What follows belongs to an exercise in optimizing a design on an open flow for small area; a production flow would make more cautious choices.
Function was checked by simulation only, so behaviour that the tests miss may differ from the original.
No activity file was given, so power comes from the tool's default toggle rates.

--- flow/run.sh ---
#!/bin/bash
# Standard ORFS layout (the standard.sh, standard synthesis unchanged),
# with smaller cells for the port buffers and the clock tree, and no CTS
# dummy loads. Each step's full output stays in orfs/logs; make's own output
# goes to flow.log here. flow/downsize.tcl runs before the placement-stage
# repair_design.
set -euo pipefail
cd "$(dirname "$0")/.."
export BUFFER_PORTS_ARGS="-buffer_cell sky130_fd_sc_hd__buf_1"
export CTS_ARGS="-sink_clustering_enable -repair_clock_nets -dont_use_dummy_load -buf_list sky130_fd_sc_hd__clkbuf_4"
export DOWNSIZE_MAX_FANOUT=1000
export PRE_GLOBAL_PLACE_TCL="$PWD/flow/downsize.tcl"
export PRE_RESIZE_TCL="$PWD/flow/downsize.tcl"
bash standard.sh finish > flow.log 2>&1
--- flow/downsize.tcl ---
# Before the placement-stage repair: give combinational cells the smallest
# drive of their family, and keep that repair to small buffers; it then
# sizes up or buffers only where slew, capacitance or fanout need it.
set max_fanout $::env(DOWNSIZE_MAX_FANOUT)
set lib_cells {}
foreach lc [get_lib_cells sky130_fd_sc_hd__*] { lappend lib_cells [get_name $lc] }
set dont_use $::env(DONT_USE_CELLS)
set n 0
foreach inst [[ord::get_db_block] getInsts] {
  set m [[$inst getMaster] getName]
  if {![regexp {^(sky130_fd_sc_hd__[a-z0-9]+)_([0-9]+)$} $m -> fam drive]} continue
  if {[string match "*df*" $fam] || [string match "*clk*" $fam] || [string match "*tap*" $fam] || [string match "*conb*" $fam]} continue
  set fo 0
  foreach it [$inst getITerms] {
    if {[$it isOutputSignal] && [$it getNet] ne "NULL"} { set fo [expr {$fo + [llength [[$it getNet] getITerms]] - 1}] }
  }
  if {$fo > $max_fanout} continue
  set best $m
  set best_area [[$inst getMaster] getWidth]
  foreach d {0 1 2} {
    set c ${fam}_$d
    if {[lsearch -exact $lib_cells $c] < 0 || [lsearch -exact $dont_use $c] >= 0} continue
    set mm [[ord::get_db] findMaster $c]
    if {$mm eq "NULL"} continue
    if {[$mm getWidth] < $best_area} { set best $c; set best_area [$mm getWidth] }
  }
  if {$best ne $m} {
    replace_cell [$inst getName] $best
    incr n
  }
}
puts "downsize: replaced $n cells"
set_dont_use [get_lib_cells {sky130_fd_sc_hd__bufbuf_8 sky130_fd_sc_hd__bufbuf_16 sky130_fd_sc_hd__buf_6 sky130_fd_sc_hd__buf_8 sky130_fd_sc_hd__buf_12 sky130_fd_sc_hd__buf_16}]
--- standard.sh ---
#!/bin/bash
# synth_recipe.tcl (not shown) runs the flow's synth.tcl, then flattens the netlist and writes it again
# the make line also repeats each setting of config.mk as NAME=value (left out here)
make -C /OpenROAD-flow-scripts/flow DESIGN_CONFIG=/design/flow/config.mk WORK_HOME=/design/flow/orfs CLKGATE_MAP_FILE= SYNTH_SCRIPT=/design/flow/synth_recipe.tcl "${@:-finish}"
--- config.mk ---
export PLATFORM = sky130hd
export DESIGN_NAME = illum_rx
export DESIGN_NICKNAME = illum_rx
export VERILOG_FILES = /design/flow/design.v
export SDC_FILE = /design/flow/constraint.sdc
export NUM_CORES = 4
export LEC_CHECK = 0
export CAP_MARGIN = 20
export CORE_MARGIN = 2
export CORE_UTILIZATION = 40
export SLEW_MARGIN = 20
--- constraint.sdc ---
create_clock -name core_clock -period 10.0 [get_ports {clk}]
set_input_delay 2.0000 -clock core_clock [delete_from_list [all_inputs] [get_ports {clk}]]
set_output_delay 2.0000 -clock core_clock [all_outputs]
set_load 0.01 [all_outputs]
--- design.v ---
module illum_rx (
    input  wire        clk,
    input  wire        rst,               
    input  wire        in_valid,
    input  wire [7:0]  in_data,
    input  wire        in_long,           
    input  wire        in_check_framing,  
    output reg         out_valid,
    output reg         out_long,
    output reg  [2:0]  out_err,
    output reg  [7:0]  out_bcc,
    output reg  [6:0]  out_head,
    output reg  [15:0] out_cmd,
    output reg  [31:0] out_param,
    output reg  [2:0]  out_status,
    output reg         out_low_battery,
    output wire        out_d1_absent,
    output reg         out_d1_neg,
    output reg  [13:0] out_d1_mant,
    output wire [3:0]  out_d1_exp,
    output wire        out_d2_absent,
    output reg         out_d2_neg,
    output reg  [13:0] out_d2_mant,
    output wire [3:0]  out_d2_exp,
    output wire        out_d3_absent,
    output reg         out_d3_neg,
    output reg  [13:0] out_d3_mant,
    output wire [3:0]  out_d3_exp
);
    localparam [7:0] STX = 8'h02;
    localparam [7:0] ETX = 8'h03;
    localparam [7:0] CR  = 8'h0D;
    localparam [7:0] LF  = 8'h0A;
    localparam [7:0] SP  = 8'h20;
    localparam [2:0] S_H1 = 3'b000;
    localparam [2:0] S_H2 = 3'b001;
    localparam [2:0] S_F1 = 3'b100;
    localparam [2:0] S_F2 = 3'b101;
    localparam [2:0] S_F3 = 3'b110;
    localparam [2:0] S_T  = 3'b010;
    reg [2:0] seg;
    reg [2:0] ph;
    reg       chk;       
    reg [3:0] e1, e2, e3;
    wire      sp_ok = e3[0];
    wire      sp_nx = is_sp & (p0 | sp_ok);
    assign out_d1_exp = e1;
    assign out_d2_exp = e2;
    assign out_d3_exp = e3;
    assign out_d1_absent = e1[3] & ~e1[2];
    assign out_d2_absent = e2[3] & ~e2[2];
    assign out_d3_absent = e3[3] & ~e3[2];
    wire [7:0] b = in_data;
    wire       is_dig = (b[7:4] == 4'h3) && (b[3:0] <= 4'd9);
    wire       is_sp  = (b == SP);
    wire p0 = ~ph[2] & ~ph[0];
    wire p1 = ~ph[1] &  ph[0];
    wire p2 = ~ph[2] &  ph[1];
    wire p3 =  ph[2] &  ph[0];
    wire p4 =  ph[1] & ~ph[0];
    wire p5 =  ph[2] & ~ph[1];
    wire in_h1 = (seg == S_H1);
    wire in_h2 = (seg == S_H2);
    wire in_f  = seg[2];
    wire in_t  = (seg == S_T);
    wire seg_end = (in_h2 & p2) | (in_t & p4) | p5;
    reg  [2:0] seg_nx;
    always @(*) begin
        case (seg)
            S_H1:    seg_nx = S_H2;
            S_H2:    seg_nx = out_long ? S_F1 : S_T;
            S_F1:    seg_nx = S_F2;
            S_F2:    seg_nx = S_F3;
            S_F3:    seg_nx = S_T;
            default: seg_nx = S_H1;
        endcase
    end
    always @(posedge clk) begin
        if (rst) begin
            seg       <= S_H1;
            ph        <= 3'b000;
            out_valid <= 1'b0;
        end else begin
            out_valid <= in_valid & in_t & p4;
            if (in_valid) begin
                if (seg_end) begin
                    seg <= seg_nx;
                    ph  <= 3'b000;
                end else begin
                    ph  <= {ph[1:0], ~ph[2]};
                end
            end
        end
    end
    wire        first = p1;
    wire [9:0]  x = out_d3_mant[9:0] & {10{~first}};
    wire [13:0] h;
    wire [13:0] cy;
    assign h[0]  = b[0];
    assign h[1]  = x[0] ^ b[1];
    assign cy[2] = x[0] & b[1];
    assign h[2]  = x[1] ^ b[2] ^ cy[2];
    assign cy[3] = ((x[1] & b[2]) | (x[1] & cy[2]) | (b[2] & cy[2])) | b[3];
    genvar gi;
    generate
        for (gi = 3; gi <= 10; gi = gi + 1) begin : g_fa
            wire a_ = x[gi-3];
            wire b_ = x[gi-1];
            assign h[gi]    = a_ ^ b_ ^ cy[gi];
            assign cy[gi+1] = (a_ & b_) | (a_ & cy[gi]) | (b_ & cy[gi]);
        end
    endgenerate
    assign h[11]  = x[8] ^ cy[11];
    assign cy[12] = x[8] & cy[11];
    assign h[12]  = x[9] ^ cy[12];
    assign h[13]  = x[9] & cy[12];
    wire [3:0] nib = p1 ? out_bcc[7:4] : out_bcc[3:0];
    wire       nib_let = nib[3] & (nib[2] | nib[1]);
    wire [2:0] nib_m1  = nib[2:0] - 3'd1;
    wire       hex_ok  = nib_let ? ((b[7:6] == 2'b01) && (b[4:3] == 2'b00) && (b[2:0] == nib_m1))
                                 : ((b[7:4] == 4'h3) && (b[3:0] == nib));
    wire meas_bad = (sp_ok & ~is_sp & ~p1) | (~is_dig & ~(sp_ok & is_sp));
    always @(posedge clk) begin
        if (in_valid) begin
            if (in_h1 & p0) begin
                out_long <= in_long;
                chk      <= in_check_framing;
            end
            if (in_h1 & p0)
                out_bcc <= 8'h00;
            else if (~(in_t & ~p0))
                out_bcc <= out_bcc ^ b;
            if (in_h1 & p1)
                out_d3_mant <= h;
            if (in_h1 & p2)
                out_head <= h[6:0];
            if ((in_h1 & (p3 | p4 | p5)) | in_h2)
                {out_cmd, out_param} <= {out_cmd[7:0], out_param, b};
            if (in_f & p0) begin
                out_d1_neg  <= out_d2_neg;
                out_d2_neg  <= out_d3_neg;
                out_d3_neg  <= (b == 8'h2D);
                out_d1_mant <= out_d2_mant;
                out_d2_mant <= out_d3_mant;
                e1 <= e2;
                e2 <= e3;
            end
            if (in_f & (p1 | p2 | p3 | p4)) begin
                out_d3_mant <= h;
            end
            if (~in_t)
                e3[0] <= p5 ? b[0] : sp_nx;
            if (p5)
                e3[3:1] <= sp_nx ? 3'b100 : {~(b[3] ^ b[2]), ~b[2], b[1]};
            if (in_h1 & p0)
                out_err <= (in_check_framing && b != STX) ? 3'd1 : 3'd0;
            if (in_h1 & (p1 | p2) & ~is_dig & (out_err == 3'd0))
                out_err <= 3'd3;
            if (in_f & ~p0 & meas_bad & (out_err == 3'd0))
                out_err <= seg;
            if (in_t & (p1 | p2) & ~hex_ok & (out_err != 3'd1))
                out_err <= 3'd2;
            if (in_t & chk & ((p0 & b != ETX) | (p3 & b != CR) | (p4 & b != LF)))
                out_err <= 3'd1;
        end
    end
    wire [7:0] s1 = out_param[23:16];
    wire [7:0] s3 = out_param[7:0];
    always @(*) begin
        case (s1)
            8'h20, 8'h37: out_status = 3'd0;
            8'h35:        out_status = 3'd1;
            8'h31:        out_status = 3'd2;
            8'h32:        out_status = 3'd3;
            8'h33:        out_status = 3'd4;
            default:      out_status = 3'd7;
        endcase
        case (s3)
            8'h30, 8'h32: out_low_battery = 1'b0;
            8'h31, 8'h33: out_low_battery = 1'b1;
            default: begin
                out_low_battery = 1'b0;
                out_status      = 3'd7;
            end
        endcase
    end
endmodule
==> flow_metrics.env, run 1 <==
export IMPL_r2r_start="ph[0]"
export IMPL_layout_drive_gt1_share=0.04990
export IMPL_worst_slack_ps=3855
export IMPL_p_total_mw=0.9494
export IMPL_cts_resized=0
export IMPL_grt_overflow_total=0
export IMPL_critPathKind="primary input to flip-flop"
export IMPL_io_buffers=144
export IMPL_drc_errors=0
export IMPL_io_pin_count=145
export IMPL_slew_headroom=0.4805
export IMPL_cts_hold_buffers=0
export IMPL_htree_levels=4
export IMPL_setup_worst_path_start="in_data[1]"
export IMPL_gp_congestion=0.8393
export IMPL_die_w_microns=118.2
export IMPL_hpwl_mm=7.616
export IMPL_fin_util=0.4779
export IMPL_routed_wl_mm=10.38
export IMPL_synth_enable_flop_cells=125
export IMPL_cts_buffers=17
export IMPL_multi_input_area_sq_mm=0.001182
export IMPL_preCtsSetupSlack_ps=3339
export IMPL_required_ps=10250
export IMPL_hp_start="out_d2_mant[5]"
export IMPL_postSynthCellCount=325
export IMPL_start_util=0.4115
export IMPL_ys_top_cells_by_count="125 x edfxtp_1, 28 x nor2_1, 16 x inv_1, 14 x xnor2_1, 13 x nand2_1"
export IMPL_synth_top_cell_area_share=0.7199
export IMPL_wire_per_inst_microns=15.87
export IMPL_antenna_found_initial=1
export IMPL_yosys_top_cells_area="edfxtp_1 72%, fa_1 3.5%, dfxtp_1 2.7%"
export IMPL_grt_max_degree=35
export IMPL_placed_cells=636
export IMPL_ir_drop_v=0.00004467
export IMPL_fin_crit_sh=0.6145
export IMPL_fill_cells=1158
export IMPL_cts_path_max_buffers=2
export IMPL_first_pass_iters=4
export IMPL_max_freq_mhz=162.7
export IMPL_clkTransAtPathRegs_ps=90
export IMPL_vias_per_cell=4.838
export IMPL_root_buffer="clkbuf_4"
export IMPL_r2r_slack_ps=4390
export IMPL_end_kind="flip-flop"
export IMPL_rows=41
export IMPL_fin_cells=654
export IMPL_area_growth_pct=16.15
export IMPL_min_period_ps=6145
export IMPL_dieArea_sq_mm=0.01396
export IMPL_post_cts_buffers=0
export IMPL_syn_area_sq_mm=0.005214
export IMPL_insertion_delay_ps=510
export IMPL_yosysTopAreaCell="edfxtp_1"
export IMPL_die_h_microns=118.2
export IMPL_drv_slew=0
export IMPL_syn_area_per_cell_sq_um=16.04
export IMPL_grt_pass1_vias=3005
export IMPL_regArea_sq_mm=0.003894
export IMPL_num_nets_final=512
export IMPL_clock_sinks=132
export IMPL_antenna_left=0
export IMPL_cap_violations=0
export IMPL_crit_fanout=11
export IMPL_powerDensity_mw_per_mm2=156.8
export IMPL_vias=3164
export IMPL_finClkSkew_ps=28.01
export IMPL_yosysSeqAreaShare=0.7468
export IMPL_status="complete, no violations"
export IMPL_core_area_sq_mm=0.01267
export IMPL_synth_fp_nets=354
export IMPL_cts_tree="built"
export IMPL_grtUsageTotal=0.1537
export IMPL_final_setup_tns_ps=0
export IMPL_async_flop_share=0
export IMPL_power_leakage_nw=1.983
export IMPL_synth_top_flop_cell="edfxtp_1"
export IMPL_drt_iter0_drc=210
export IMPL_rsz0062_at_grt="no"
export IMPL_setup_violations=0
export IMPL_hold_class="flip-flop to flip-flop"
export IMPL_yosysWarningCount=1
export IMPL_grt_first_pass_wirelength_mm=16.33
export IMPL_synth_cell_types=42
export IMPL_cp_data_arrival_time_ps=6400
export IMPL_critPathLaunchType="primary input"
export IMPL_hold_viol_final=0
export IMPL_yosys_cell_count_top_type="edfxtp_1"
export IMPL_synth_ff_latch_count=132
export IMPL_tightest_slew_ps=779.2
## routing by layer
metal | global-route usage | vias to the layer above | wire length, microns
li1 | - | 1503 | -
met1 | 0.1989 | 1515 | 4583
met2 | 0.2301 | 126 | 4908
met3 | 0.05309 | 20 | 634
met4 | 0.07756 | 0 | 250
met5 | 0 | - | 0
## worst max-delay path, stage by stage
cell and delay (ps):
buf_1 240, ha_1 290, inv_1 60, fa_1 140
nor2b_1 190, fa_1 200, inv_1 50, fa_1 390
fa_1 400, fa_1 410, fa_1 390, fa_1 420
fa_1 390, fa_1 380, ha_1 190, ha_1 260
## flip-flops by register name, indices dropped and copies added, names as in the netlist, 3 cells and up
signal and flops:
out_d3_mant 14, out_param 32, out_bcc 8, e3 4, out_err 3, out_d1_mant 14
ph 3, e1 4, out_head 7, out_d2_mant 14, seg 3, e2 4
out_cmd 16
## report_power, final
part | total [mW] | internal [mW] | switching, mW
registers | 0.636 | 0.625 | 0.0115
clock network | 0.232 | 0.0776 | 0.154
logic | 0.0815 | 0.0302 | 0.0513
## cell families (layout without fill, tap and decap cells)
kind of cell / count (synthesis) / in the layout / synth area share
other cells: 0 / 1 / 0
fa+ha+maj: 16 / 16 / 0.05135
xor+xnor: 15 / 15 / 0.02520
compound gates: 33 / 33 / 0.04104
flops: 132 / 132 / 0.7468
mux: 6 / 6 / 0.01608
buf+inv: 27 / 183 / 0.02208
simple gates: 96 / 96 / 0.09743
## cell usage in the layout (no fill, tap or decap), drive strengths merged, types with 2 or more instances in the layout
master and n:
buf 150, edfxtp 125, nor2 28, clkbuf 17
inv 16, xnor2 14, nand2 13, and2 12
a21oi 10, fa 9, o21ai 7, ha 7
dfxtp 7, mux2i 6, nand3 6, nand2b 5
or3 5, nor2b 5, nor3 5, a31oi 5
nor4b 4, and3 3, nand4 2, nor4 2
a211oi 2, and4 2, a221o 2, a221oi 2
## final cells by class
type | count | share of cell area
tap | 172 | 0.03554
antenna | 1 | 0.0004132
multi-input combinational | 166 | 0.1952
clock buffer | 17 | 0.02107
sequential | 132 | 0.6430
inverter | 16 | 0.009917
timing repair buffer | 150 | 0.09483
## through the flow
stage / cell area, sq um / hold WS (ps)
3_5_place_dp: 5926 / 434.3
4_1_cts: 6053 / 430.5
6_report: 6056 / 424.9
3_3_place_gp: 5917 / 428.5
5_1_grt: 6056 / 448.8
2_1_floorplan: 5215 / 492.3
## path summary, 6_finish.rpt
kind	endpoint	depth (start not counted)
hold reg to reg	out_d1_mant[5]	0
hold / removal	out_d1_mant[5]	0
setup / recovery	out_d3_mant[12]	16
setup reg to reg	out_d3_mant[12]	17
==> run 2, diff against run 1 <==
--- a/flow/run.sh
+++ b/flow/run.sh
@@ -9,5 +9,5 @@
 export BUFFER_PORTS_ARGS="-buffer_cell sky130_fd_sc_hd__buf_1"
 export CTS_ARGS="-sink_clustering_enable -repair_clock_nets -dont_use_dummy_load -buf_list sky130_fd_sc_hd__clkbuf_4"
-export DOWNSIZE_MAX_FANOUT=1000
+export DOWNSIZE_MAX_FANOUT=12
 export PRE_GLOBAL_PLACE_TCL="$PWD/flow/downsize.tcl"
 export PRE_RESIZE_TCL="$PWD/flow/downsize.tcl"
==> flow_metrics.env, run 2 <==
export IMPL_status="complete, no violations"
export IMPL_fin_crit_sh=0.6156
export IMPL_crit_top_cell="fa_1"
export IMPL_final_setup_tns_ps=0
export IMPL_grt_overflow_total=0
export IMPL_drc_errors=0
export IMPL_largest_register_ffs=32
export IMPL_syn_area_per_cell_sq_um=16.04
export IMPL_path_buf_inv=3
export IMPL_fill_cells=1157
export IMPL_syn_area_sq_mm=0.005214
export IMPL_finClkSkew_ps=26.43
export IMPL_drt_iter0_drc=191
export IMPL_cts_resized=0
export IMPL_hold_viol_final=0
export IMPL_rsz0062_at_grt="no"
export IMPL_r2r_slack_ps=4430
export IMPL_insertion_delay_ps=500
export IMPL_layout_drive_gt1_share=0.04593
export IMPL_area_growth_pct=15.81
export IMPL_setup_violations=0
export IMPL_power_leakage_nw=1.972
export IMPL_p_total_mw=0.9443
export IMPL_cts_path_max_buffers=2
export IMPL_post_cts_buffers=0
export IMPL_synth_ff_latch_count=132
export IMPL_yosysWarningCount=1
export IMPL_yosys_cell_count_top_type="edfxtp_1"
export IMPL_grt_max_degree=49
export IMPL_min_path_cells=0
export IMPL_ys_top_cells_by_count="125 x edfxtp_1, 28 x nor2_1, 16 x inv_1, 14 x xnor2_1, 13 x nand2_1"
export IMPL_hold_ws_ps=426.9
export IMPL_vias_per_cell=4.845
export IMPL_die_h_microns=118.2
export IMPL_synthSimpleGateAreaFrac=0.09743
export IMPL_synth_cell_types=42
export IMPL_yosysTopAreaCell="edfxtp_1"
export IMPL_grtUsageTotal=0.1510
export IMPL_cap_violations=0
export IMPL_grt_pass1_vias=3004
export IMPL_tightest_slew_ps=1027
export IMPL_cp_slowest_cell="fa_1"
export IMPL_first_pass_iters=4
export IMPL_min_period_ps=6156
export IMPL_io_pin_count=145
export IMPL_gp_congestion=0.8371
export IMPL_cts_buffers=17
export IMPL_antenna_found_initial=0
export IMPL_hold_class="flip-flop to flip-flop"
export IMPL_die_w_microns=118.2
export IMPL_crit_path_max_incr_delay_ps=410
export IMPL_wire_per_inst_microns=15.56
export IMPL_critPathLaunchType="primary input"
export IMPL_critPathTopFamily="adder cells"
export IMPL_cts_hold_buffers=0
export IMPL_synth_enable_flop_cells=125
export IMPL_core_area_sq_mm=0.01267
export IMPL_synth_compound_area_frac=0.04104
export IMPL_drv_slew=0
export IMPL_preCtsSetupSlack_ps=3345
export IMPL_powerDensity_mw_per_mm2=156.4
export IMPL_clock_sinks=132
export IMPL_critPathKind="primary input to flip-flop"
export IMPL_htree_levels=4
export IMPL_start_util=0.4115
export IMPL_synth_fp_nets=354
export IMPL_synth_mux_area_frac=0.01608
export IMPL_num_nets_final=510
export IMPL_dieArea_sq_mm=0.01396
export IMPL_diodes=0
export IMPL_synthAdderAreaFrac=0.05136
export IMPL_ir_drop_v=0.00004860
export IMPL_root_buffer="clkbuf_4"
export IMPL_crit_fanout=11
export IMPL_min_to="out_d1_mant[3]"
export IMPL_worst_slack_ps=3844
export IMPL_yosysSeqAreaShare=0.7468
export IMPL_path_cells="buf_1 > ha_1 > inv_1 > fa_1 > nor2b_1 > fa_1 > inv_1 > fa_1 > fa_1 > fa_1 > fa_1 > fa_1 > fa_1 > fa_1 > ha_1 > ha_1"
export IMPL_end_kind="flip-flop"
export IMPL_reg2reg_to="out_d3_mant[12]"
export IMPL_async_flop_share=0
export IMPL_antenna_left=0
export IMPL_yosys_top_cells_area="edfxtp_1 72%, fa_1 3.5%, dfxtp_1 2.7%"
export IMPL_synth_top_cell_area_share=0.7199
export IMPL_max_freq_mhz=162.4
export IMPL_final_common_cell="buf_1"
export IMPL_cts_tree="built"
export IMPL_reg2regPathDepth=17
export IMPL_synth_xor_area_frac=0.02520
export IMPL_routed_wl_mm=10.13
export IMPL_slew_headroom=0.3153
export IMPL_cp_data_arrival_time_ps=6390
export IMPL_rows=41
export IMPL_r2r_start="ph[0]"
export IMPL_required_ps=10240
export IMPL_vias=3154
export IMPL_final_cell_mix="145 x buf_1, 125 x edfxtp_1, 28 x nor2_1"
export IMPL_postSynthCellCount=325
export IMPL_io_buffers=144
export IMPL_clkTransAtPathRegs_ps=90
export IMPL_synth_top_family_by_area="simple AND/OR/NAND/NOR gates"
export IMPL_hpwl_mm=7.434
export IMPL_hp_start="out_d2_mant[3]"
export IMPL_synth_top_flop_cell="edfxtp_1"
export IMPL_grt_first_pass_wirelength_mm=15.93
[run 2: cell counts after synthesis]
No cell type changed its count.
[run 2: final cells by class]
type | instances | area [sq um] | area share
clock buffer | 17 | 127.6 | 0.02114
inverter | 16 | 60.06 | 0.009946
multi-input combinational | 166 | 1182 | 0.1958
sequential | 132 | 3894 | 0.6448
tap | 172 | 215.2 | 0.03564
timing repair buffer | 148 | 559.3 | 0.09262
[run 2: logic make-up after synthesis]
| family | after synthesis |
|---|---|
| AO/OA/AOI/OAI | 33 |
| XOR/XNOR | 15 |
| adder cells (fa/ha/maj) | 16 |
| buffers and inverters | 27 |
| flip-flops | 132 |
| multiplexers | 6 |
| AND/OR/NAND/NOR | 96 |
[run 2: report_power, final]
part / switching (mW) / internal, mW
clock network: 0.149 / 0.0776
registers: 0.0115 / 0.625
logic: 0.0509 / 0.0302
total: 0.212 / 0.733
[run 2: how the worst max path moves through the flow]
| stage | start | to | slack [ps] | depth (start not counted) |
|---|---|---|---|---|
| 2_1_floorplan | in_valid | out_cmd[0] | 1880 | 3 |
| 3_3_place_gp | in_data[1] | out_d3_mant[12] | 3480 | 16 |
| 3_5_place_dp | in_data[1] | out_d3_mant[12] | 3340 | 16 |
| 4_1_cts | in_data[1] | out_d3_mant[12] | 3890 | 16 |
| 5_1_grt | in_data[1] | out_d3_mant[12] | 3740 | 16 |
| 6_report | in_data[1] | out_d3_mant[12] | 3840 | 16 |
[run 2: worst register-to-register path, stage by stage, from the launching register on]
cell      delay [ps]
dfxtp_1          470
nand2b_1         450
and2_1           360
ha_1             170
inv_1             60
fa_1             140
nor2b_1          180
fa_1             200
inv_1             50
fa_1             380
fa_1             400
fa_1             410
fa_1             400
fa_1             390
fa_1             410
fa_1             380
ha_1             190
ha_1             260
[run 2: per-stage QoR]
step / std cells / cell area, sq um / util
2_1_floorplan: 325 / 5215 / -
6_report: 651 / 6038 / 0.4765
3_5_place_dp: 634 / 5911 / 0.4665
5_1_grt: 651 / 6038 / 0.4765
3_3_place_gp: 633 / 5917 / 0.4670
4_1_cts: 651 / 6038 / 0.4765
[run 2: layer usage]
layer  wire length [microns]  part of all wire  up-vias  GRT usage
li1                        -                 -     1503          -
met1                    4555              0.45     1521     0.1906
met2                    4862              0.48      117     0.2337
met3                     530             0.052       13    0.05357
met4                     180             0.018        0    0.06928
met5                       0                 0        -          0
==> run 3, diff against run 2 <==
--- a/flow/run.sh
+++ b/flow/run.sh
@@ -9,5 +9,5 @@
 export BUFFER_PORTS_ARGS="-buffer_cell sky130_fd_sc_hd__buf_1"
 export CTS_ARGS="-sink_clustering_enable -repair_clock_nets -dont_use_dummy_load -buf_list sky130_fd_sc_hd__clkbuf_4"
-export DOWNSIZE_MAX_FANOUT=12
+export DOWNSIZE_MAX_FANOUT=6
 export PRE_GLOBAL_PLACE_TCL="$PWD/flow/downsize.tcl"
 export PRE_RESIZE_TCL="$PWD/flow/downsize.tcl"
==> flow_metrics.env, run 3 <==
export IMPL_synth_top_cell_area_share=0.7199
export IMPL_layout_drive_gt1_share=0.04393
export IMPL_first_pass_iters=4
export IMPL_regArea_sq_mm=0.003894
export IMPL_cts_hold_buffers=0
export IMPL_drv_slew=0
export IMPL_synth_cell_types=42
export IMPL_synth_ff_latch_count=132
export IMPL_cap_violations=0
export IMPL_synthSimpleGateAreaFrac=0.09743
export IMPL_multi_input_area_sq_mm=0.001182
export IMPL_final_setup_tns_ps=0
export IMPL_antenna_left=0
export IMPL_critPathLaunchType="primary input"
export IMPL_grt_pass1_vias=2998
export IMPL_tightest_slew_ps=1045
export IMPL_hold_viol_final=0
export IMPL_crit_fanout=11
export IMPL_hold_ws_ps=425.3
export IMPL_yosysWarningCount=1
export IMPL_max_freq_mhz=162.0
export IMPL_path_cells="buf_1 > ha_1 > inv_1 > fa_1 > nor2b_1 > fa_1 > inv_1 > fa_1 > fa_1 > fa_1 > fa_1 > fa_1 > fa_1 > fa_1 > ha_1 > ha_1"
export IMPL_power_leakage_nw=1.966
export IMPL_fin_crit_sh=0.6172
export IMPL_core_area_sq_mm=0.01267
export IMPL_antenna_found_initial=0
export IMPL_drc_errors=0
export IMPL_cp_slowest_cell="fa_1"
export IMPL_num_nets_final=509
export IMPL_wire_per_inst_microns=15.64
export IMPL_rows=41
export IMPL_synth_fp_nets=354
export IMPL_start_util=0.4115
export IMPL_syn_area_sq_mm=0.005214
export IMPL_clkTransAtPathRegs_ps=100
export IMPL_drt_iter0_drc=208
export IMPL_cts_tree="built"
export IMPL_yosysTopAreaCell="edfxtp_1"
export IMPL_fin_util=0.4764
export IMPL_critPathTopFamily="adder cells"
export IMPL_yosys_top_cells_area="edfxtp_1 72%, fa_1 3.5%, dfxtp_1 2.7%"
export IMPL_synth_compound_area_frac=0.04104
export IMPL_root_buffer="clkbuf_4"
export IMPL_cts_buffers=17
export IMPL_grt_first_pass_wirelength_mm=15.95
export IMPL_post_cts_buffers=0
export IMPL_insertion_delay_ps=510
export IMPL_clock_sinks=132
export IMPL_status="complete, no violations"
export IMPL_grtUsageTotal=0.1508
export IMPL_area_growth_pct=15.77
export IMPL_syn_area_per_cell_sq_um=16.04
export IMPL_synth_top_family_by_area="simple AND/OR/NAND/NOR gates"
export IMPL_synth_top_flop_cell="edfxtp_1"
export IMPL_yosys_cell_count_top_type="edfxtp_1"
export IMPL_largest_register_ffs=32
export IMPL_hpwl_mm=7.440
export IMPL_path_buf_inv=3
export IMPL_routed_wl_mm=10.18
export IMPL_grt_overflow_total=0
export IMPL_io_buffers=144
export IMPL_postSynthCellCount=325
export IMPL_crit_top_cell="fa_1"
export IMPL_finClkSkew_ps=27.13
export IMPL_grt_max_degree=49
export IMPL_synth_xor_area_frac=0.02520
export IMPL_synth_enable_flop_cells=125
export IMPL_cts_resized=0
export IMPL_io_pin_count=145
export IMPL_setup_violations=0
export IMPL_async_flop_share=0
export IMPL_vias_per_cell=4.826
export IMPL_end_kind="flip-flop"
export IMPL_yosysSeqAreaShare=0.7468
export IMPL_powerDensity_mw_per_mm2=156.6
export IMPL_ir_drop_v=0.00004570
export IMPL_synthAdderAreaFrac=0.05136
export IMPL_final_cell_mix="145 x buf_1, 125 x edfxtp_1, 28 x nor2_1"
export IMPL_htree_levels=4
export IMPL_dieArea_sq_mm=0.01396
export IMPL_final_common_cell="buf_1"
export IMPL_die_h_microns=118.2
export IMPL_die_w_microns=118.2
export IMPL_cp_data_arrival_time_ps=6410
export IMPL_vias=3142
export IMPL_critPathKind="primary input to flip-flop"
export IMPL_ys_top_cells_by_count="125 x edfxtp_1, 28 x nor2_1, 16 x inv_1, 14 x xnor2_1, 13 x nand2_1"
export IMPL_crit_path_max_incr_delay_ps=420
export IMPL_min_period_ps=6172
export IMPL_cts_path_max_buffers=2
export IMPL_fill_cells=1171
export IMPL_required_ps=10240
export IMPL_slew_headroom=0.3034
export IMPL_gp_congestion=0.8371
export IMPL_hold_class="flip-flop to flip-flop"
export IMPL_rsz0062_at_grt="no"
export IMPL_synth_mux_area_frac=0.01608
-- run 3: cell counts after synthesis --
Identical to the previous run, type by type.
-- run 3: logic make-up (layout without fill, tap and decap cells) --
logic type,after synthesis,count (layout)
DFF,132,132
and+or+nand+nor,96,96
AOI/OAI and AO/OA,33,33
buffers and inverters,27,180
adders and majority gates,16,16
xor gates and xnor gates,15,15
muxes,6,6
other,0,1
-- run 3: through the flow --
stage	std cells	cell area, sq um	power [mW]	worst slack [ps]
global route	650	6033	0.9955	3670
detailed placement	633	5906	0.7308	3326
floorplan	325	5215	0.7041	1877
finish	651	6036	0.9449	3828
CTS	650	6033	0.9615	3874
global placement	633	5917	0.7282	3480
-- run 3: metal layers --
layer | part of all wire | routed length, microns | up-vias | GRT usage
li1 | - | - | 1504 | -
met3 | 0.061 | 620 | 10 | 0.05502
met2 | 0.49 | 4947 | 113 | 0.2319
met4 | 0.016 | 166 | 0 | 0.06702
met1 | 0.44 | 4447 | 1515 | 0.1915
met5 | 0 | 0 | - | 0
-- run 3: cell type report --
type,instances,share of cell area
sequential,132,0.6451
multi-input combinational,166,0.1959
timing repair buffer,147,0.09183
tap,172,0.03565
clock buffer,17,0.02114
inverter,16,0.009950
antenna,1,0.0004146
-- run 3: power breakdown --
group | switching [mW] | total, mW | internal (mW)
logic | 0.0513 | 0.0816 | 0.0303
clock network | 0.149 | 0.227 | 0.0776
registers | 0.0114 | 0.636 | 0.625
-- run 3: final timing paths --
| kind | start | to | slack, ps | cells past startpoint |
|---|---|---|---|---|
| setup / recovery | in_data[1] | out_d3_mant[12] | 3830 | 16 |
| hold reg to reg | out_d2_mant[5] | out_d1_mant[5] | 430 | 0 |
| hold / removal | out_d2_mant[5] | out_d1_mant[5] | 430 | 0 |
| setup reg to reg | ph[0] | out_d3_mant[12] | 4420 | 17 |
-- run 3: worst reg2reg max path: cells and delay by family, from the launching register on --
kind,cells,cell delay [ps]
and+or+nand+nor,3,990
buffers and inverters,2,110
DFF,1,460
adders and majority gates,12,3760
==> run 4, diff against run 3 <==
--- a/design.v
+++ b/design.v
@@ -131,6 +131,4 @@
             else if (~(in_t & ~p0))
                 out_bcc <= out_bcc ^ b;
-            if (in_h1 & p1)
-                out_d3_mant <= h;
             if (in_h1 & p2)
                 out_head <= h[6:0];
@@ -146,7 +144,6 @@
                 e2 <= e3;
             end
-            if (in_f & (p1 | p2 | p3 | p4)) begin
+            if ((p1 | p2 | p3 | p4) & ~in_t)
                 out_d3_mant <= h;
-            end
             if (~in_t)
                 e3[0] <= p5 ? b[0] : sp_nx;
==> flow_metrics.env, run 4 <==
export IMPL_status="complete, no violations"
export IMPL_hold_viol_final=0
export IMPL_die_w_microns=118.7
export IMPL_routed_wl_mm=10.33
export IMPL_num_nets_final=504
export IMPL_synth_ff_latch_count=132
export IMPL_final_common_cell="buf_1"
export IMPL_dieArea_sq_mm=0.01409
export IMPL_cap_violations=0
export IMPL_min_period_ps=6076
export IMPL_reg2reg_to="out_d3_mant[12]"
export IMPL_rsz0062_at_grt="no"
export IMPL_async_flop_share=0
export IMPL_synth_mux_area_frac=0.01688
export IMPL_slew_headroom=0.3408
export IMPL_grt_max_degree=40
export IMPL_drv_slew=0
export IMPL_wire_per_inst_microns=16.01
export IMPL_cp_data_arrival_time_ps=6340
export IMPL_cts_buffers=17
export IMPL_crit_top_cell="fa_1"
export IMPL_yosys_top_cells_area="edfxtp_1 71%, fa_1 3.4%, dfxtp_1 2.7%"
export IMPL_root_buffer="clkbuf_4"
export IMPL_synth_cell_types=53
export IMPL_grt_use_met3=0.05357
export IMPL_synth_xor_area_frac=0.02496
export IMPL_final_cell_mix="145 x buf_1, 125 x edfxtp_1, 27 x nor2_1"
export IMPL_clock_sinks=132
export IMPL_ys_top_cells_by_count="125 x edfxtp_1, 27 x nor2_1, 14 x inv_1, 13 x xnor2_1"
export IMPL_grt_met1_usage=0.1988
export IMPL_hold_class="flip-flop to flip-flop"
export IMPL_max_freq_mhz=164.6
export IMPL_busiest_layer="met2"
export IMPL_grtUsageTotal=0.1507
export IMPL_crit_path_max_incr_delay_ps=420
export IMPL_synth_fp_nets=351
export IMPL_r2r_slack_ps=4420
export IMPL_grt_pass1_vias=3000
export IMPL_largest_register_ffs=32
export IMPL_io_pin_count=145
export IMPL_end_kind="flip-flop"
export IMPL_synth_compound_area_frac=0.04446
export IMPL_cts_hold_buffers=0
export IMPL_insertion_delay_ps=500
export IMPL_worst_slack_ps=3924
export IMPL_power_leakage_nw=1.968
export IMPL_vias=3158
export IMPL_ir_drop_v=0.00007090
export IMPL_clkTransAtPathRegs_ps=120
export IMPL_io_buffers=144
export IMPL_crit_fanout=11
export IMPL_post_cts_buffers=0
export IMPL_die_h_microns=118.7
export IMPL_tightest_slew_ps=988.8
export IMPL_htree_levels=4
export IMPL_syn_area_sq_mm=0.005263
export IMPL_use_met2=0.2281
export IMPL_preCtsSetupSlack_ps=3417
export IMPL_area_growth_pct=14.36
export IMPL_layout_drive_gt1_share=0.04651
export IMPL_required_ps=10260
export IMPL_syn_area_per_cell_sq_um=16.34
export IMPL_cts_path_max_buffers=2
export IMPL_critPathKind="primary input to flip-flop"
export IMPL_yosysSeqAreaShare=0.7399
export IMPL_yosysTopAreaCell="edfxtp_1"
export IMPL_finClkSkew_ps=28.87
export IMPL_yosysWarningCount=1
export IMPL_antenna_found_initial=0
export IMPL_critPathLaunchType="primary input"
export IMPL_drt_iter0_drc=223
export IMPL_yosys_cell_count_top_type="edfxtp_1"
export IMPL_cp_slowest_cell="fa_1"
export IMPL_powerDensity_mw_per_mm2=158.3
export IMPL_first_pass_iters=6
export IMPL_rows=41
export IMPL_setup_violations=0
export IMPL_postSynthCellCount=322
export IMPL_r2r_start="ph[0]"
export IMPL_hpwl_mm=7.517
export IMPL_grt_first_pass_wirelength_mm=16.08
export IMPL_diodes=0
export IMPL_cts_resized=0
export IMPL_synth_enable_flop_cells=125
export IMPL_synth_top_flop_cell="edfxtp_1"
export IMPL_critPathTopFamily="adder cells"
export IMPL_vias_per_cell=4.896
export IMPL_synth_top_cell_area_share=0.7133
export IMPL_synthSimpleGateAreaFrac=0.09914
export IMPL_min_to="out_cmd[6]"
export IMPL_fin_crit_sh=0.6076
export IMPL_fill_cells=1200
export IMPL_synth_top_family_by_area="simple AND/OR/NAND/NOR gates"
export IMPL_path_cells="buf_1 > ha_1 > inv_1 > fa_1 > nor2b_1 > fa_1 > inv_1 > fa_1 > fa_1 > fa_1 > fa_1 > fa_1 > fa_1 > fa_1 > ha_1 > ha_1"
export IMPL_final_setup_tns_ps=0
export IMPL_drc_errors=0
export IMPL_start_util=0.4137
export IMPL_cts_tree="built"
export IMPL_core_area_sq_mm=0.01272
export IMPL_reg2regPathDepth=17
export IMPL_gp_congestion=0.8179
export IMPL_cp_num_cells=16
export IMPL_hp_start="out_param[30]"
export IMPL_synthAdderAreaFrac=0.05088
export IMPL_path_buf_inv=3
export IMPL_min_path_cells=0
export IMPL_antenna_left=0
export IMPL_grt_overflow_total=0
-- run 4: report_power, final --
part	switching [mW]	leakage [nW]	total (mW)	internal (mW)
clock	0.155	0.0782	0.233	0.0778
combinational	0.0525	0.687	0.0831	0.0307
sequential	0.0121	1.20	0.637	0.625
-- run 4: cells by family (layout without fill, tap and decap cells) --
kind of cell	Yosys count	in the layout
AOI/OAI and AO/OA	34	34
buffers and inverters	26	177
muxes	6	6
adders and majority gates	16	16
and+or+nand+nor	93	93
DFF	132	132
xor gates and xnor gates	15	15
-- run 4: worst max path at each step --
| stage | startpoint | to | slack (ps) |
|---|---|---|---|
| after global placement | in_data[1] | out_d3_mant[12] | 3510 |
| after detailed placement | in_data[1] | out_d3_mant[12] | 3420 |
| after global routing | in_data[1] | out_d3_mant[12] | 3860 |
| after floorplan | in_data[1] | out_d3_mant[12] | 3960 |
| final | in_data[1] | out_d3_mant[12] | 3920 |
| after CTS | in_data[1] | out_d3_mant[12] | 4030 |
-- run 4: area by class of cell --
type                       instances  area, sq um  share of cell area
inverter                          15        56.30            0.009356
sequential                       132         3894              0.6470
tap                              172        215.2             0.03576
clock buffer                      17        127.6             0.02121
timing repair buffer             145        544.3             0.09044
multi-input combinational        164         1181              0.1963
-- run 4: layer usage --
metal / part of all wire / wire (microns)
met5: 0 / 0
met4: 0.014 / 148
met3: 0.065 / 674
met2: 0.48 / 4906
met1: 0.45 / 4596
-- run 4: stage by stage --
stage | hold slack, ps | area (sq um) | instances | power [mW] | util
floorplan | 499.0 | 5263 | 322 | 0.7070 | -
global placement | 428.3 | 5891 | 628 | 0.7307 | 0.4630
detailed placement | 432.6 | 5891 | 628 | 0.7330 | 0.4630
CTS | 443.7 | 6018 | 645 | 0.9666 | 0.4731
global route | 454.0 | 6018 | 645 | 0.9966 | 0.4731
finish | 440.3 | 6018 | 645 | 0.9529 | 0.4731
==> run 5, diff against run 4 <==
--- a/config.mk
+++ b/config.mk
@@ -8,4 +8,4 @@
 export CAP_MARGIN = 20
 export CORE_MARGIN = 2
-export CORE_UTILIZATION = 40
+export CORE_UTILIZATION = 55
 export SLEW_MARGIN = 20
==> flow_metrics.env, run 5 <==
export IMPL_synth_ff_latch_count=132
export IMPL_ir_drop_v=0.00007660
export IMPL_end_kind="flip-flop"
export IMPL_critPathTopFamily="adder cells"
export IMPL_die_h_microns=101.8
export IMPL_drt_iter0_drc=103
export IMPL_r2r_start="ph[0]"
export IMPL_fin_crit_sh=0.6175
export IMPL_vias_per_cell=5.261
export IMPL_cap_violations=0
export IMPL_htree_levels=4
export IMPL_synth_cell_types=53
export IMPL_antenna_left=0
export IMPL_gp_congestion=0.8194
export IMPL_cts_tree="built"
export IMPL_drv_slew=0
export IMPL_grt_first_pass_wirelength_mm=14.23
export IMPL_cts_resized=0
export IMPL_power_frac_comb=0.086
export IMPL_final_setup_tns_ps=0
export IMPL_core_area_sq_mm=0.009240
export IMPL_rsz0062_at_grt="no"
export IMPL_synth_enable_flop_cells=125
export IMPL_syn_area_sq_mm=0.005263
export IMPL_io_buffers=144
export IMPL_cts_hold_buffers=0
export IMPL_critPathKind="primary input to flip-flop"
export IMPL_syn_area_per_cell_sq_um=16.34
export IMPL_final_cell_mix="145 x buf_1, 125 x edfxtp_1, 27 x nor2_1"
export IMPL_postSynthCellCount=322
export IMPL_finClkSkew_ps=34.15
export IMPL_powerDensity_mw_per_mm2=158.6
export IMPL_p_sw_mw=0.2127
export IMPL_vias=3167
export IMPL_cp_data_arrival_time_ps=6400
export IMPL_internal_power_mw=0.7332
export IMPL_clock_sinks=132
export IMPL_yosysTopAreaCell="edfxtp_1"
export IMPL_drc_errors=0
export IMPL_routed_top_layer="met4"
export IMPL_yosys_cell_count_top_type="edfxtp_1"
export IMPL_synth_top_flop_cell="edfxtp_1"
export IMPL_start_util=0.5695
export IMPL_antenna_found_initial=0
export IMPL_cts_path_max_buffers=2
export IMPL_grtUsageTotal=0.1874
export IMPL_met3_length_microns=563
export IMPL_post_cts_buffers=0
export IMPL_layout_drive_gt1_share=0.04651
export IMPL_power_leakage_nw=1.968
export IMPL_slew_headroom=0.3571
export IMPL_wire_per_inst_microns=16.03
export IMPL_min_period_ps=6175
export IMPL_diodes=0
export IMPL_area_growth_pct=13.34
export IMPL_grt_max_degree=40
export IMPL_rows=35
export IMPL_required_ps=10220
export IMPL_root_buffer="clkbuf_4"
export IMPL_wl_met1_mm=3.966
export IMPL_p_sw_frac=0.2249
export IMPL_hpwl_mm=7.036
export IMPL_cp_slowest_cell="fa_1"
export IMPL_hold_viol_final=0
export IMPL_yosysSeqAreaShare=0.7399
export IMPL_clkTransAtPathRegs_ps=120
export IMPL_synth_top_cell_area_share=0.7133
export IMPL_max_freq_mhz=161.9
export IMPL_critPathLaunchType="primary input"
export IMPL_ys_top_cells_by_count="125 x edfxtp_1, 27 x nor2_1, 14 x inv_1, 13 x xnor2_1"
export IMPL_dieArea_sq_mm=0.01037
export IMPL_path_buf_inv=3
export IMPL_grt_overflow_total=0
export IMPL_synth_fp_nets=351
export IMPL_io_pin_count=145
export IMPL_num_nets_final=504
export IMPL_insertion_delay_ps=500
export IMPL_grt_pass1_vias=2854
export IMPL_setup_worst_path_start="in_data[1]"
export IMPL_setup_violations=0
export IMPL_hold_class="flip-flop to flip-flop"
export IMPL_path_cells="buf_1 > ha_1 > inv_1 > fa_1 > nor2b_1 > fa_1 > inv_1 > fa_1 > fa_1 > fa_1 > fa_1 > fa_1 > fa_1 > fa_1 > ha_1 > ha_1"
export IMPL_first_pass_iters=4
export IMPL_hp_start="out_param[8]"
export IMPL_yosys_top_cells_area="edfxtp_1 71%, fa_1 3.4%, dfxtp_1 2.7%"
export IMPL_cts_buffers=17
export IMPL_crit_top_cell="fa_1"
export IMPL_wl_met2_mm=5.034
export IMPL_fill_cells=718
export IMPL_seqPwrFrac=0.673
export IMPL_crit_path_max_incr_delay_ps=400
export IMPL_routed_wl_mm=9.651
export IMPL_power_frac_clock=0.241
export IMPL_fin_util=0.6455
export IMPL_final_common_cell="buf_1"
export IMPL_yosysWarningCount=1
export IMPL_async_flop_share=0
export IMPL_die_w_microns=101.8
export IMPL_largest_register_ffs=32
export IMPL_tightest_slew_ps=964.3
export IMPL_crit_fanout=11
export IMPL_status="complete, no violations"
[run 5: cell counts in the layout (fill, tap and decap cells not counted)]
No cell type changed its count.
[run 5: area by class of cell]
class | count | area, sq um | share of cell area
sequential | 132 | 3894 | 0.6528
multi-input combinational | 164 | 1181 | 0.1980
timing repair buffer | 145 | 544.3 | 0.09125
tap | 129 | 161.4 | 0.02706
clock buffer | 17 | 127.6 | 0.02140
inverter | 15 | 56.30 | 0.009440
[run 5: cells by family (layout without fill, tap and decap cells)]
family,Yosys count,count (layout),share of synthesized area
DFF,132,132,0.7399
and+or+nand+nor,93,93,0.09914
AOI/OAI and AO/OA,34,34,0.04446
buffers and inverters,26,177,0.02377
adders and majority gates,16,16,0.05088
xor gates and xnor gates,15,15,0.02497
muxes,6,6,0.01688
[run 5: power by group through the flow]
stage | registers (mW) | clock network, mW | logic (mW)
after floorplan | 0.654 | 0 | 0.0535
after global placement | 0.649 | 0 | 0.0786
after detailed placement | 0.649 | 0 | 0.0816
after CTS | 0.637 | 0.237 | 0.0821
after global routing | 0.639 | 0.253 | 0.0926
final | 0.637 | 0.228 | 0.0815
[run 5: final timing paths]
path                endpoint  slack, ps  cells past startpoint
max          out_d3_mant[12]       3820                     16
min            out_param[16]        430                      0
max reg2reg  out_d3_mant[12]       4360                     17
min reg2reg    out_param[16]        430                      0
[run 5: worst reg2reg max path: cells and delay by family (launching register included)]
family        cells  cell delay, ps
flops             1             500
fa+ha+maj        12            3720
buf+inv           2             110
simple gates      3            1010
[run 5: stage by stage]
| stage | power [mW] | setup slack, ps | instances | area (sq um) | hold WS (ps) |
|---|---|---|---|---|---|
| 3_5_place_dp | 0.7310 | 3363 | 585 | 5837 | 429.5 |
| 2_1_floorplan | 0.7070 | 3960 | 322 | 5263 | 499.0 |
| 4_1_cts | 0.9557 | 3884 | 602 | 5964 | 431.1 |
| 3_3_place_gp | 0.7277 | 3489 | 585 | 5837 | 427.5 |
| 5_1_grt | 0.9846 | 3692 | 602 | 5964 | 443.1 |
| 6_report | 0.9459 | 3825 | 602 | 5964 | 432.5 |
[run 5: layer usage]
metal  track usage  vias to the layer above
met3       0.04651                        7
met1        0.2326                     1534
met5             0                        -
met2        0.3188                      132
li1              -                     1494
met4       0.07385                        0
==> run 6, diff against run 5 <==
==> flow/run.sh (replaced) <==
#!/bin/bash
# Layout flow:
#  1. the standard synthesis, unchanged (standard.sh synth).
#  2. Area resynthesis of the combinational logic only: the netlist's
#     combinational cells are read back as logic and remapped by ABC with an
#     area-oriented script; every register (and every adder cell) stays the
#     same instance, with the same name and cell type.
#  3. The standard ORFS layout of that netlist (standard.sh finish), with
#     buf_1 port buffers, a clkbuf_4 clock tree without dummy loads, and
#     flow/downsize.tcl before the placement repairs.
# Logs: synth.log, resynth.log and flow.log here; each ORFS step's own log
# stays in orfs/logs.
set -euo pipefail
cd "$(dirname "$0")/.."
WORK=$PWD
R=$WORK/orfs/results/$FLOW_PLATFORM/illum_rx/base
LIB=$FLOW_HOME/platforms/$FLOW_PLATFORM/lib/sky130_fd_sc_hd__tt_025C_1v80.lib
YOSYS=$FLOW_HOME/../tools/install/yosys/bin/yosys

export BUFFER_PORTS_ARGS="-buffer_cell sky130_fd_sc_hd__buf_1"
export CTS_ARGS="-sink_clustering_enable -repair_clock_nets -dont_use_dummy_load -buf_list sky130_fd_sc_hd__clkbuf_4"
export DOWNSIZE_MAX_FANOUT=6
export PRE_GLOBAL_PLACE_TCL="$WORK/flow/downsize.tcl"
export PRE_RESIZE_TCL="$WORK/flow/downsize.tcl"

bash standard.sh synth > synth.log 2>&1

mkdir -p resynth
cp "$R/1_2_yosys.v" resynth/standard.v
python3 flow/mkmodels.py "$LIB" resynth/comb_models.v
printf '%s\n' "strash" "dch -f" "amap" "strash" "dch -f" "amap" "topo" > resynth/area.abc
DU=""
for c in $(cat flow/dont_use.txt); do DU="$DU -dont_use $c"; done
cat > resynth/resynth.ys <<EOY
read_liberty -lib $LIB
read_verilog -overwrite $WORK/resynth/comb_models.v
read_verilog $WORK/resynth/standard.v
hierarchy -top $FLOW_TOP
flatten
rename -hide w:*
delete t:\$scopeinfo
techmap
opt -purge
abc -liberty $LIB $DU -script $WORK/resynth/area.abc
opt_clean -purge
splitnets
opt_clean -purge
hilomap -singleton -hicell sky130_fd_sc_hd__conb_1 HI -locell sky130_fd_sc_hd__conb_1 LO
tee -o $WORK/resynth/stat.txt stat -liberty $LIB
write_verilog -noattr -noexpr -nohex -nodec $WORK/resynth/resynth.v
EOY
"$YOSYS" -s resynth/resynth.ys > resynth.log 2>&1

# the registers must be exactly the standard synthesis's
diff <(grep -oE 'sky130_fd_sc_hd__[a-z0-9_]*df[a-z0-9_]* +[^ ]+' resynth/standard.v | sort) \
     <(grep -oE 'sky130_fd_sc_hd__[a-z0-9_]*df[a-z0-9_]* +[^ ]+' resynth/resynth.v | sort) >> resynth.log

cp resynth/resynth.v "$R/1_2_yosys.v"
rm -f "$R/1_synth.odb" "$R/1_synth.sdc"
bash standard.sh finish > flow.log 2>&1
==> flow/dont_use.txt (new file) <==
sky130_fd_sc_hd__probe_p_8 sky130_fd_sc_hd__probec_p_8 sky130_fd_sc_hd__lpflow_bleeder_1 sky130_fd_sc_hd__lpflow_clkbufkapwr_1 sky130_fd_sc_hd__lpflow_clkbufkapwr_16 sky130_fd_sc_hd__lpflow_clkbufkapwr_2 sky130_fd_sc_hd__lpflow_clkbufkapwr_4 sky130_fd_sc_hd__lpflow_clkbufkapwr_8 sky130_fd_sc_hd__lpflow_clkinvkapwr_1 sky130_fd_sc_hd__lpflow_clkinvkapwr_16 sky130_fd_sc_hd__lpflow_clkinvkapwr_2 sky130_fd_sc_hd__lpflow_clkinvkapwr_4 sky130_fd_sc_hd__lpflow_clkinvkapwr_8 sky130_fd_sc_hd__lpflow_decapkapwr_12 sky130_fd_sc_hd__lpflow_decapkapwr_3 sky130_fd_sc_hd__lpflow_decapkapwr_4 sky130_fd_sc_hd__lpflow_decapkapwr_6 sky130_fd_sc_hd__lpflow_decapkapwr_8 sky130_fd_sc_hd__lpflow_inputiso0n_1 sky130_fd_sc_hd__lpflow_inputiso0p_1 sky130_fd_sc_hd__lpflow_inputiso1n_1 sky130_fd_sc_hd__lpflow_inputiso1p_1 sky130_fd_sc_hd__lpflow_inputisolatch_1 sky130_fd_sc_hd__lpflow_isobufsrc_1 sky130_fd_sc_hd__lpflow_isobufsrc_16 sky130_fd_sc_hd__lpflow_isobufsrc_2 sky130_fd_sc_hd__lpflow_isobufsrc_4 sky130_fd_sc_hd__lpflow_isobufsrc_8 sky130_fd_sc_hd__lpflow_isobufsrckapwr_16 sky130_fd_sc_hd__lpflow_lsbuf_lh_hl_isowell_tap_1 sky130_fd_sc_hd__lpflow_lsbuf_lh_hl_isowell_tap_2 sky130_fd_sc_hd__lpflow_lsbuf_lh_hl_isowell_tap_4 sky130_fd_sc_hd__lpflow_lsbuf_lh_isowell_4 sky130_fd_sc_hd__lpflow_lsbuf_lh_isowell_tap_1 sky130_fd_sc_hd__lpflow_lsbuf_lh_isowell_tap_2 sky130_fd_sc_hd__lpflow_lsbuf_lh_isowell_tap_4
==> flow/mkmodels.py (new file) <==
# Writes a Verilog model of every combinational cell of a liberty file, from
# its pins' function attributes: python3 mkmodels.py LIB OUT.v
# Sequential cells and the multi-output adder cells get no model, so they stay
# black boxes when the netlist is flattened.
import re,sys
lib=open(sys.argv[1]).read()
# split cells
out=[]
skip=[]
for m in re.finditer(r'\n\s*cell\s*\(\s*"?(sky130_fd_sc_hd__\w+)"?\s*\)\s*\{', lib):
    name=m.group(1)
    start=m.end()
    # find matching brace
    depth=1; i=start
    while depth:
        c=lib[i]
        if c=='{': depth+=1
        elif c=='}': depth-=1
        i+=1
    body=lib[start:i]
    if re.search(r'\b(ff|latch|statetable)\s*\(',body) or 'fa_' in name or name.endswith(('__ha_1','__ha_2','__ha_4')):
        skip.append(name); continue
    pins=[]
    for pm in re.finditer(r'\n\s*pin\s*\(\s*"?(\w+)"?\s*\)\s*\{',body):
        pn=pm.group(1); s=pm.end(); d=1; j=s
        while d:
            c=body[j]
            if c=='{': d+=1
            elif c=='}': d-=1
            j+=1
        pb=body[s:j]
        dr=re.search(r'direction\s*:\s*"?(\w+)"?',pb).group(1)
        fn=re.search(r'\bfunction\s*:\s*"([^"]*)"',pb)
        pins.append((pn,dr,fn.group(1) if fn else None))
    outs=[p for p in pins if p[1]=='output']
    ins=[p for p in pins if p[1]=='input']
    if not outs or any(p[2] is None for p in outs):
        skip.append(name); continue
    def conv(f):
        f=f.replace('!','~').replace('*','&').replace('+','|')
        # liberty implicit AND by space between operands e.g. "A B"
        f=re.sub(r'(?<=[\w)])\s+(?=[\w(~])',' & ',f)
        return f
    ports=", ".join([f"input {p[0]}" for p in ins]+[f"output {p[0]}" for p in outs])
    s=f"module {name}({ports});\n"
    for p in outs: s+=f"  assign {p[0]} = {conv(p[2])};\n"
    s+="endmodule\n"
    out.append(s)
open(sys.argv[2],'w').write("".join(out))
print(len(out),'models; skipped',len(skip))
--- a/config.mk
+++ b/config.mk
@@ -8,4 +8,4 @@
 export CAP_MARGIN = 20
 export CORE_MARGIN = 2
-export CORE_UTILIZATION = 55
+export CORE_UTILIZATION = 40
 export SLEW_MARGIN = 20
==> flow_metrics.env, run 6 <==
export IMPL_status="complete, no violations"
export IMPL_fin_cells=671
export IMPL_final_cell_mix="145 x buf_1, 125 x edfxtp_1, 37 x clkinv_1"
export IMPL_root_buffer="clkbuf_4"
export IMPL_cts_hold_buffers=0
export IMPL_hold_viol_final=0
export IMPL_drc_errors=0
export IMPL_critPathKind="flip-flop to flip-flop"
export IMPL_grt_use_met3=0.05605
export IMPL_critPathTopFamily="adder cells"
export IMPL_clkTransAtPathRegs_ps=80
export IMPL_power_leakage_nw=1.880
export IMPL_routed_wl_mm=10.46
export IMPL_end_kind="flip-flop"
export IMPL_postSynthCellCount=331
export IMPL_vias_per_cell=4.918
export IMPL_cts_buffers=17
export IMPL_ir_drop_v=0.00006704
export IMPL_insertion_delay_ps=520
export IMPL_rows=41
export IMPL_critPathLaunchType="flip-flop"
export IMPL_regArea_sq_mm=0.003894
export IMPL_wire_per_inst_microns=15.59
export IMPL_vias=3300
export IMPL_die_w_microns=116.8
export IMPL_crit_top_cell="fa_1"
export IMPL_drt_iter0_drc=282
export IMPL_rsz0062_at_grt="no"
export IMPL_crit_path_max_incr_delay_ps=540
export IMPL_grt_overflow_total=0
export IMPL_path_buf_inv=6
export IMPL_cp_slowest_cell="buf_1"
export IMPL_htree_levels=4
export IMPL_hold_ws_ps=422.4
export IMPL_placed_cells=650
export IMPL_required_ps=10260
export IMPL_drv_slew=0
export IMPL_fin_crit_sh=0.6188
export IMPL_grt_max_degree=49
export IMPL_crit_fanout=15
export IMPL_start_util=0.4062
export IMPL_die_h_microns=116.8
export IMPL_grt_first_pass_wirelength_mm=15.79
export IMPL_final_setup_tns_ps=0
export IMPL_dieArea_sq_mm=0.01363
export IMPL_syn_area_sq_mm=0.005085
export IMPL_fill_cells=1158
export IMPL_slew_headroom=0.2875
export IMPL_first_pass_iters=4
export IMPL_cts_resized=0
export IMPL_yosysWarningCount=1
export IMPL_io_buffers=144
export IMPL_antenna_left=0
export IMPL_num_nets_final=526
export IMPL_largest_register_ffs=32
export IMPL_cp_data_arrival_time_ps=6450
export IMPL_core_area_sq_mm=0.01252
export IMPL_min_period_ps=6188
export IMPL_synth_fp_nets=360
export IMPL_use_met2=0.2443
export IMPL_finClkSkew_ps=33.10
export IMPL_grt_pass1_vias=3091
export IMPL_cap_violations=0
export IMPL_cts_tree="built"
export IMPL_io_pin_count=145
export IMPL_hold_class="flip-flop to flip-flop"
export IMPL_path_cells="clkinv_1 > nor2_1 > buf_1 > clkinv_1 > nand2_1 > clkinv_1 > ha_1 > clkinv_1 > fa_1 > nor2b_1 > fa_1 > clkinv_1 > fa_1 > fa_1 > fa_1 > fa_1 > fa_1 > fa_1 > fa_1 > ha_1 > ha_1"
export IMPL_grtUsageTotal=0.1602
export IMPL_max_freq_mhz=161.6
export IMPL_final_common_cell="buf_1"
export IMPL_grt_met1_usage=0.2066
export IMPL_hpwl_mm=7.701
export IMPL_post_cts_buffers=0
export IMPL_busiest_layer="met2"
export IMPL_syn_area_per_cell_sq_um=15.36
export IMPL_cts_path_max_buffers=2
export IMPL_layout_drive_gt1_share=0.04242
export IMPL_antenna_found_initial=1
export IMPL_gp_congestion=0.8036
export IMPL_tightest_slew_ps=1061
export IMPL_powerDensity_mw_per_mm2=170.6
export IMPL_area_growth_pct=18.18
export IMPL_multi_input_area_sq_mm=0.001070
export IMPL_p_total_mw=1.025
export IMPL_clock_sinks=132
export IMPL_setup_violations=0
run 6: path summary, 6_finish.rpt:
check / start / endpoint / slack [ps] / depth (start not counted)
max reg2reg: ph[0] / out_d3_mant[12] / 3810 / 21
min reg2reg: out_d2_mant[5] / out_d1_mant[5] / 420 / 0
max: ph[0] / out_d3_mant[12] / 3810 / 21
min: out_d2_mant[5] / out_d1_mant[5] / 420 / 0
run 6: layout make-up:
class,instances,share of cell area
clock buffer,17,0.02124
tap,172,0.03581
multi-input combinational,162,0.1780
inverter,37,0.02311
timing repair buffer,147,0.09223
sequential,132,0.6479
antenna,4,0.001666
run 6: power breakdown:
group          total, mW  switching, mW  internal, mW
clock              0.233          0.155        0.0775
combinational      0.121         0.0831        0.0383
sequential         0.671         0.0218         0.649
total               1.03          0.260         0.765
run 6: through the flow:
stage | util | setup slack, ps | area, sq um
finish | 0.4801 | 3812 | 6010
global route | 0.4801 | 3394 | 6010
CTS | 0.4783 | 3861 | 5987
detailed placement | 0.4681 | 3442 | 5859
global placement | 0.4689 | 3516 | 5869
floorplan | - | 3897 | 5085
run 6: routing by layer:
layer / routed length, microns / vias up / share of wire
met5: 0 / - / 0
met4: 209 / 0 / 0.020
met3: 641 / 18 / 0.061
met2: 5081 / 126 / 0.49
met1: 4530 / 1591 / 0.43
li1: - / 1565 / -
==> run 7, diff against run 6 <==
--- a/design.v
+++ b/design.v
@@ -127,8 +127,4 @@
                 chk      <= in_check_framing;
             end
-            if (in_h1 & p0)
-                out_bcc <= 8'h00;
-            else if (~(in_t & ~p0))
-                out_bcc <= out_bcc ^ b;
             if (in_h1 & p2)
                 out_head <= h[6:0];
@@ -162,4 +158,8 @@
         end
     end
+    wire bcc_clr = in_valid & in_h1 & p0;
+    wire bcc_acc = in_valid & ~(in_t & ~p0);
+    always @(posedge clk)
+        out_bcc <= (out_bcc ^ (b & {8{bcc_acc}})) & {8{~bcc_clr}};
     wire [7:0] s1 = out_param[23:16];
     wire [7:0] s3 = out_param[7:0];
--- a/flow/run.sh
+++ b/flow/run.sh
@@ -29,5 +29,5 @@
 cp "$R/1_2_yosys.v" resynth/standard.v
 python3 flow/mkmodels.py "$LIB" resynth/comb_models.v
-printf '%s\n' "strash" "dch -f" "amap" "strash" "dch -f" "amap" "topo" > resynth/area.abc
+printf '%s\n' "strash" "&get -n" "&deepsyn -T 30" "&put" "dch -f" "amap" "strash" "dch -f" "amap" "topo" > resynth/area.abc
 DU=""
 for c in $(cat flow/dont_use.txt); do DU="$DU -dont_use $c"; done
@@ -50,11 +50,16 @@
 write_verilog -noattr -noexpr -nohex -nodec $WORK/resynth/resynth.v
 EOY
-"$YOSYS" -s resynth/resynth.ys > resynth.log 2>&1
-
-# the registers must be exactly the standard synthesis's
-diff <(grep -oE 'sky130_fd_sc_hd__[a-z0-9_]*df[a-z0-9_]* +[^ ]+' resynth/standard.v | sort) \
-     <(grep -oE 'sky130_fd_sc_hd__[a-z0-9_]*df[a-z0-9_]* +[^ ]+' resynth/resynth.v | sort) >> resynth.log
-
-cp resynth/resynth.v "$R/1_2_yosys.v"
-rm -f "$R/1_synth.odb" "$R/1_synth.sdc"
+# Use the resynthesized netlist only if yosys finished, every cell is a
+# library cell, and the registers are exactly the standard synthesis's.
+if "$YOSYS" -s resynth/resynth.ys > resynth.log 2>&1 &&
+   ! grep -qE '^ *\\?\$' resynth/resynth.v &&
+   diff <(grep -oE 'sky130_fd_sc_hd__[a-z0-9_]*df[a-z0-9_]* +[^ ]+' resynth/standard.v | sort) \
+        <(grep -oE 'sky130_fd_sc_hd__[a-z0-9_]*df[a-z0-9_]* +[^ ]+' resynth/resynth.v | sort) >> resynth.log
+then
+  echo "using the resynthesized netlist" >> resynth.log
+  cp resynth/resynth.v "$R/1_2_yosys.v"
+  rm -f "$R/1_synth.odb" "$R/1_synth.sdc"
+else
+  echo "resynthesis rejected; keeping the standard netlist" >> resynth.log
+fi
 bash standard.sh finish > flow.log 2>&1
==> flow_metrics.env, run 7 <==
export IMPL_fin_cells=662
export IMPL_fin_util=0.4926
export IMPL_cts_hold_buffers=0
export IMPL_num_nets_final=524
export IMPL_wire_per_inst_microns=15.60
export IMPL_fin_crit_sh=0.6117
export IMPL_routed_wl_mm=10.33
export IMPL_syn_area_per_cell_sq_um=15.20
export IMPL_final_setup_tns_ps=0
export IMPL_ir_drop_v=0.00007282
export IMPL_setup_worst_path_start="ph[0]"
export IMPL_vias_per_cell=4.779
export IMPL_first_pass_iters=5
export IMPL_io_buffers=144
export IMPL_vias=3164
export IMPL_slew_headroom=0.3582
export IMPL_grt_first_pass_wirelength_mm=15.81
export IMPL_required_ps=10290
export IMPL_critPathLaunchType="flip-flop"
export IMPL_insertion_delay_ps=520
export IMPL_reg2reg_to="out_d3_mant[12]"
export IMPL_start_util=0.4142
export IMPL_dieArea_sq_mm=0.01345
export IMPL_max_freq_mhz=163.5
export IMPL_clock_sinks=132
export IMPL_hpwl_mm=7.812
export IMPL_cts_tree="built"
export IMPL_grtUsageTotal=0.1614
export IMPL_tightest_slew_ps=962.7
export IMPL_placed_cells=643
export IMPL_largest_register_ffs=32
export IMPL_r2r_slack_ps=3880
export IMPL_die_w_microns=116.0
export IMPL_antenna_left=0
export IMPL_htree_levels=4
export IMPL_crit_fanout=11
export IMPL_grt_max_degree=40
export IMPL_power_leakage_nw=1.885
export IMPL_syn_area_sq_mm=0.005016
export IMPL_cts_buffers=17
export IMPL_drv_slew=0
export IMPL_antenna_found_initial=1
export IMPL_core_area_sq_mm=0.01211
export IMPL_hold_viol_final=0
export IMPL_setup_violations=0
export IMPL_rows=40
export IMPL_rsz0062_at_grt="no"
export IMPL_cp_data_arrival_time_ps=6400
export IMPL_cts_path_max_buffers=2
export IMPL_post_cts_buffers=0
export IMPL_cts_resized=0
export IMPL_hold_class="flip-flop to flip-flop"
export IMPL_r2r_start="ph[0]"
export IMPL_critPathKind="flip-flop to flip-flop"
export IMPL_clkTransAtPathRegs_ps=110
export IMPL_endpoint="out_d3_mant[12]"
export IMPL_cap_violations=0
export IMPL_grt_overflow_total=0
export IMPL_drt_iter0_drc=186
export IMPL_drc_errors=0
export IMPL_end_kind="flip-flop"
export IMPL_powerDensity_mw_per_mm2=166.4
export IMPL_synth_fp_nets=359
export IMPL_io_pin_count=145
export IMPL_final_cell_mix="145 x buf_1, 117 x edfxtp_1, 42 x nor2_1"
export IMPL_layout_drive_gt1_share=0.04462
export IMPL_reg2regPathDepth=20
export IMPL_yosysWarningCount=1
export IMPL_area_growth_pct=18.93
export IMPL_die_h_microns=116.0
export IMPL_gp_congestion=0.8589
export IMPL_root_buffer="clkbuf_4"
export IMPL_grt_pass1_vias=3004
export IMPL_min_period_ps=6117
export IMPL_status="complete, no violations"
export IMPL_finClkSkew_ps=36.54
export IMPL_postSynthCellCount=330
export IMPL_final_common_cell="buf_1"
-- run 7: cell types whose count changed in the layout (fill, tap and decap cells not counted), sizes merged, moves of 4 or more --
| cell | change |
|---|---|
| nor2 | +10 |
| nor3 | -10 |
| clkinv | -9 |
| dfxtp | +8 |
| edfxtp | -8 |
| a21oi | +6 |
| or3 | +6 |
| nand2 | -5 |
| o21a | +5 |
| o21ai | -5 |
| or2 | +4 |
-- run 7: worst min path at each step --
stage	depth (start not counted)	end	from
final	0	out_cmd[6]	out_param[30]
after global routing	0	out_cmd[6]	out_param[30]
after CTS	0	out_cmd[6]	out_param[30]
after detailed placement	0	out_cmd[9]	out_cmd[1]
after global placement	0	out_d1_mant[10]	out_d2_mant[10]
after floorplan	1	ph[0]	ph[2]
-- run 7: area by class of cell --
class                           instances  area, sq um
Sequential cell                       132         3814
Timing Repair Buffer                  146        571.8
Tap cell                              168        210.2
Antenna cell                            1        2.502
Inverter                               28        105.1
Fill cell                            1095         6146
Multi-Input combinational cell        170         1135
Clock buffer                           17        127.6
-- run 7: critical path, cell delays in order, from the launching register on --
cell	delay [ps]
dfxtp_1	360
clkinv_1	190
nor2_1	620
clkinv_1	360
nand2_1	210
clkinv_1	80
ha_1	180
clkinv_1	50
fa_1	150
nor2b_1	170
fa_1	200
clkinv_1	70
fa_1	370
fa_1	390
fa_1	400
fa_1	390
fa_1	410
fa_1	420
fa_1	390
ha_1	200
ha_1	280
-- run 7: per-stage QoR --
| step | area, sq um | setup WS (ps) | hold WS, ps | power, mW |
|---|---|---|---|---|
| 2_1_floorplan | 5016 | 3934 | 480.9 | 0.7270 |
| 3_3_place_gp | 5801 | 3515 | 427.2 | 0.7714 |
| 3_5_place_dp | 5808 | 3395 | 431.7 | 0.7755 |
| 4_1_cts | 5936 | 3891 | 427.2 | 1.005 |
| 5_1_grt | 5966 | 3357 | 432.8 | 1.045 |
| 6_report | 5966 | 3883 | 426.7 | 0.9929 |
-- run 7: power by group --
| part | switching (mW) | internal [mW] | total (mW) | leakage, nW |
|---|---|---|---|---|
| combinational | 0.0728 | 0.0383 | 0.111 | 0.615 |
| clock | 0.153 | 0.0775 | 0.231 | 0.0782 |
| sequential | 0.0198 | 0.631 | 0.651 | 1.19 |
-- run 7: layer usage --
layer / share of wire / up-vias / global-route usage
met5: 0 / - / 0
met4: 0.018 / 0 / 0.07460
met3: 0.059 / 16 / 0.05178
met2: 0.49 / 106 / 0.2573
met1: 0.43 / 1493 / 0.2019
li1: - / 1549 / -

Check on run 7: ideal ports give 3.883 ns setup slack; a clkbuf_16 on the clock port and buf_2 on the inputs give 3.883 ns; moving port delays by the midpoint clock arrival (0.544 ns) as well gives 3.390 ns.
